Background: an optimization exercise with open tools, aiming at small area. Do not read the settings as production practice. RTL that was checked went through simulation tests only; none was proved equivalent to the original. Power is estimated from default activity; no workload was simulated.

// hmmm_core
module hmmm_core (
    input  wire        clk,
    input  wire        rst,
    input  wire [8:0]  code_size,
    output wire        imem_req,
    output wire [7:0]  imem_addr,
    input  wire        imem_ready,
    input  wire [15:0] imem_rdata,
    output wire        dmem_req,
    output wire        dmem_we,
    output wire [7:0]  dmem_addr,
    output wire [15:0] dmem_wdata,
    input  wire        dmem_ready,
    input  wire [15:0] dmem_rdata,
    output wire        in_req,
    input  wire        in_valid,
    input  wire        in_abort,
    input  wire [15:0] in_data,
    output wire        out_valid,
    output wire [15:0] out_data,
    output wire [1:0]  status,
    output wire [2:0]  cause,
    output wire [7:0]  lpc,
    input  wire [3:0]  dbg_addr,
    output wire [15:0] dbg_data
);
==> flow/config.mk <==
export PLATFORM = sky130hd
export DESIGN_NAME = hmmm_core
export DESIGN_NICKNAME = hmmm_core
export VERILOG_FILES = /design/flow/design.v
export SDC_FILE = /design/flow/constraint.sdc
export NUM_CORES = 4
export LEC_CHECK = 0
export CAP_MARGIN = 20
export CORE_MARGIN = 2
export CORE_UTILIZATION = 50
export PLACE_DENSITY = 0.65
export SLEW_MARGIN = 20
export SYNTH_HIERARCHICAL = 1
export SYNTH_MINIMUM_KEEP_SIZE = 0
==> flow/constraint.sdc <==
create_clock -name core_clock -period 11.0 [get_ports {clk}]
set_input_delay 2.2000 -clock core_clock [delete_from_list [all_inputs] [get_ports {clk}]]
set_output_delay 2.2000 -clock core_clock [all_outputs]
set_load 0.01 [all_outputs]
standard.sh (not shown) runs the stock make flow with config.mk's settings and CLKGATE_MAP_FILE= SYNTH_SCRIPT=/design/flow/synth_recipe.tcl, a recipe that flattens the netlist after the stock synthesis.
==> flow/flow/run.sh <==
#!/bin/bash
# The standard layout (standard.sh) with three changes to how it is built:
# abc maps the logic with an area-oriented script (flow/synth.tcl, flow/area.abc),
# the port buffers are the smallest buffer cell, and clock tree synthesis uses
# clkbuf_8 with sink clusters of up to 20 and no dummy loads.
set -euo pipefail
W=$(pwd)
export MY_WORK=$W
export MY_ABC_SCRIPT=$W/flow/area.abc
export BUFFER_PORTS_ARGS="-buffer_cell sky130_fd_sc_hd__buf_1"
export CTS_ARGS="-sink_clustering_enable -repair_clock_nets -dont_use_dummy_load -sink_clustering_size 20 -sink_clustering_max_diameter 50 -buf_list {sky130_fd_sc_hd__clkbuf_8}"
sed "s#SYNTH_SCRIPT=[^ ]*#SYNTH_SCRIPT=$W/flow/synth.tcl#" standard.sh > my_standard.sh
grep -q "SYNTH_SCRIPT=$W/flow/synth.tcl" my_standard.sh
bash my_standard.sh > standard.log 2>&1
==> flow/flow/area.abc <==
&get -n
&st
&dch
&nf -p -R 1000
&put
==> flow/flow/synth.tcl <==
# The standard flow's synthesis script (synth_recipe.tcl), with abc mapping the logic by
# the area-oriented script flow/area.abc instead of ORFS's speed script.
proc abc {args} {
  set i [lsearch -exact $args -script]
  if {$i >= 0} { lset args [expr {$i + 1}] $::env(MY_ABC_SCRIPT) }
  yosys abc {*}$args
}
source [file join $::env(MY_WORK) synth_recipe.tcl]
Rerun with:
--- a/flow/design.v
+++ b/flow/design.v
@@ -27,25 +27,25 @@
     localparam [4:0] S_CLR  = 5'd0,  S_FETCH = 5'd1,  S_IRLD = 5'd2,  S_EXEC = 5'd3,
                      S_ADD2 = 5'd4,  S_CHK   = 5'd5,  S_MEM  = 5'd7,
                      S_MWAIT= 5'd8,  S_RD    = 5'd9,  S_ITER = 5'd10, S_DCOR = 5'd11,
                      S_DFIN = 5'd12, S_WB    = 5'd13, S_NX1  = 5'd14, S_NX2  = 5'd15;
     localparam [4:0] S_HALT = 5'b10000, S_ABORT = 5'b11000;
     reg [15:0] ring [0:14];
     reg [3:0]  c;
     reg [4:0]  st;
     reg [7:0]  pc;
     reg [15:0] ir;
     reg [16:0] A;
     reg [15:0] Q;
-    reg        f1, f2;
+    reg        f1;
     wire done = st[4];
     wire [3:0] op = ir[15:12];
     wire [3:0] fx = ir[11:8];
     wire [3:0] fy = ir[7:4];
     wire [3:0] fz = ir[3:0];
     wire [7:0] n8 = ir[7:0];
     wire op0     = (op == 4'h0);
     wire is_halt = (ir == 16'h0000);
     wire is_read = op0 && (ir[7:0] == 8'h01);
     wire is_wr   = op0 && (ir[7:0] == 8'h02);
     wire is_jmpi = op0 && (ir[7:0] == 8'h03);
     wire is_ldn  = (op == 4'h1);
@@ -135,50 +135,65 @@
                 inv  = s_div;
                 cin  = s_div;
             end
         end
         S_DCOR: begin
             gate = s_div;
             inv  = 1'b1;
             cin  = 1'b1;
         end
         S_DFIN: begin
             if (is_div) begin
                 opA  = {Q[15], Q};
-                cin  = f1;
+                cin  = f1 && !Anz;
             end else begin
                 gate = Anz && !s_div;
             end
         end
         default: ;
         endcase
     end
     wire [16:0] opB = ({17{gate}} & {rd[15], rd}) ^ {17{inv}};
-    wire [17:0] sum18 = {opA, cin} + {opB, cin};
-    wire [16:0] sum   = sum18[17:1];
+    wire [16:0] p = opA ^ opB;
+    wire [16:0] g = opA & opB;
+    wire [9:0]  cl;
+    wire [8:0]  c0, c1;
+    wire [16:0] sum;
+    assign cl[0] = cin;
     genvar b;
+    generate for (b = 0; b < 9; b = b + 1) begin : g_lo
+        assign sum[b]  = p[b] ^ cl[b];
+        assign cl[b+1] = g[b] | (p[b] & cl[b]);
+    end endgenerate
+    assign c0[0] = 1'b0;
+    assign c1[0] = 1'b1;
+    generate for (b = 0; b < 8; b = b + 1) begin : g_hi
+        assign c0[b+1] = g[b+9] | (p[b+9] & c0[b]);
+        assign c1[b+1] = g[b+9] | (p[b+9] & c1[b]);
+        assign sum[b+9] = p[b+9] ^ (cl[9] ? c1[b] : c0[b]);
+    end endgenerate
     wire [9:0] lb;
     assign lb[0] = 1'b0;
     generate for (b = 0; b < 9; b = b + 1) begin : g_lt
         assign lb[b+1] = (~A[b] & code_size[b]) | (lb[b] & ~(A[b] ^ code_size[b]));
     end endgenerate
     wire        lt      = lb[9];
     wire        hz9     = (A[16:9] == 8'd0);
     wire        code_ok = hz9 && lt;
     wire        data_ok = hz9 && !A[8] && !lt;
     wire        taken  = is_jmpi ? 1'b1 :
                          (op[1:0] == 2'b00) ? rdz :
                          (op[1:0] == 2'b01) ? !rdz :
                          (op[1:0] == 2'b10) ? (!rd[15] && !rdz) : rd[15];
-    wire        ovf    = (A[16] != A[15]) || (is_mul && f1) || (is_div && f2);
+    wire        ovf    = (A[16] != A[15]) || (is_mul && f1);
     wire [3:0]  cnt    = ir[7:4];
     wire        last   = (cnt == 4'd15);
     assign imem_req   = (st == S_FETCH);
     assign imem_addr  = pc;
     assign dmem_req   = (st == S_MEM);
     assign dmem_we    = is_store;
     assign dmem_addr  = A[7:0];
     assign dmem_wdata = rd;
     assign in_req     = (st == S_RD);
     assign out_valid  = (st == S_EXEC) && is_wr;
     assign out_data   = rd;
     assign cause      = done ? st[2:0] : 3'd0;
@@ -229,32 +244,31 @@
                     if (!code_ok) st <= 5'b10101;                         
                     else if (is_call) begin pc <= A[7:0]; st <= S_WB; end
                     else if (taken) st <= S_NX2;
                     else st <= S_NX1;
                 end
             end
             S_MEM: if (dmem_ready) st <= is_store ? S_NX1 : S_MWAIT;
             S_MWAIT: st <= S_WB;
             S_RD: if (in_valid) st <= in_abort ? S_ABORT : S_WB;
             S_ITER: begin
                 if (!is_mul && rdz) st <= 5'b10111;                       
                 else begin
-                    if (is_mul) f1 <= f1 | (sum[16] != sum[15]);
+                    if (is_mul) f1 <= f1 | (A[16] != A[15]);
                     if (last) st <= is_mul ? S_WB : S_DCOR;
                 end
             end
             S_DCOR: begin
-                f1 <= s_div && (sum == 17'd0);
-                f2 <= Q[15] & Q[14];
-                st <= S_DFIN;
+                f1 <= s_div;
+                st <= (is_div && Q[15] && Q[14]) ? 5'b10110 : S_DFIN;    
             end
             S_DFIN: st <= S_WB;
             S_WB: begin
                 if (ovf) st <= 5'b10110;                                  
                 else if (fx == 4'd0 || c == fx) st <= is_call ? S_FETCH : S_NX1;
             end
             S_NX1: st <= S_NX2;
             S_NX2: begin
                 if (code_ok) begin pc <= A[7:0]; st <= S_FETCH; end
                 else st <= 5'b10001;                                      
             end
             default: ;
After rerunning:
- With this change the flow finished but failed the layout checks on negative setup slack
- synthesized area went down by 2.6%
- worst setup slack got worse by 1.3 ns
- routed wire length went down by 2.3%
- power went up by 2.1%
- final area went up by 3.2%
- cell count went down by 2.0%
- first-iteration DRC count went up by 5.4%
- synthesized cell count went down by 5.1%
- via count went down by 3.9%
- critical path depth went down by 7
The RTL of the second run of this note was laid out without a check of its function.

-- static timing again, ports no longer ideal --
How much do the figures lean on ideal ports? The routed layouts below were timed once more, with nothing changed but the port constraints. Step 1 (the two cells are an assumption about what drives the block):
set clk [get_ports {clk}]
set_driving_cell -lib_cell sky130_fd_sc_hd__clkbuf_16 $clk
set_driving_cell -lib_cell sky130_fd_sc_hd__buf_2 [delete_from_list [all_inputs] $clk]
Step 2 moves the port delays by t, midway between the first and last clock arrival at a register: inputs arrive t later, outputs are due t later. That takes back most of the time a late clock gives input paths. Slacks: ideal ports / drivers / drivers and shift; pairs: ideal ports / drivers.
run	t, ns	setup WS [ns]	worst slew at a driven data input, ns
the first run	0.603	0.772 / 0.772 / 0.211	0.03
the second run	0.604	-0.530 / -0.504 / -1.108	0.04
The setup slack of the second run, which loses most, moves by +0.026 ns with the drivers and by -0.578 ns with both steps.
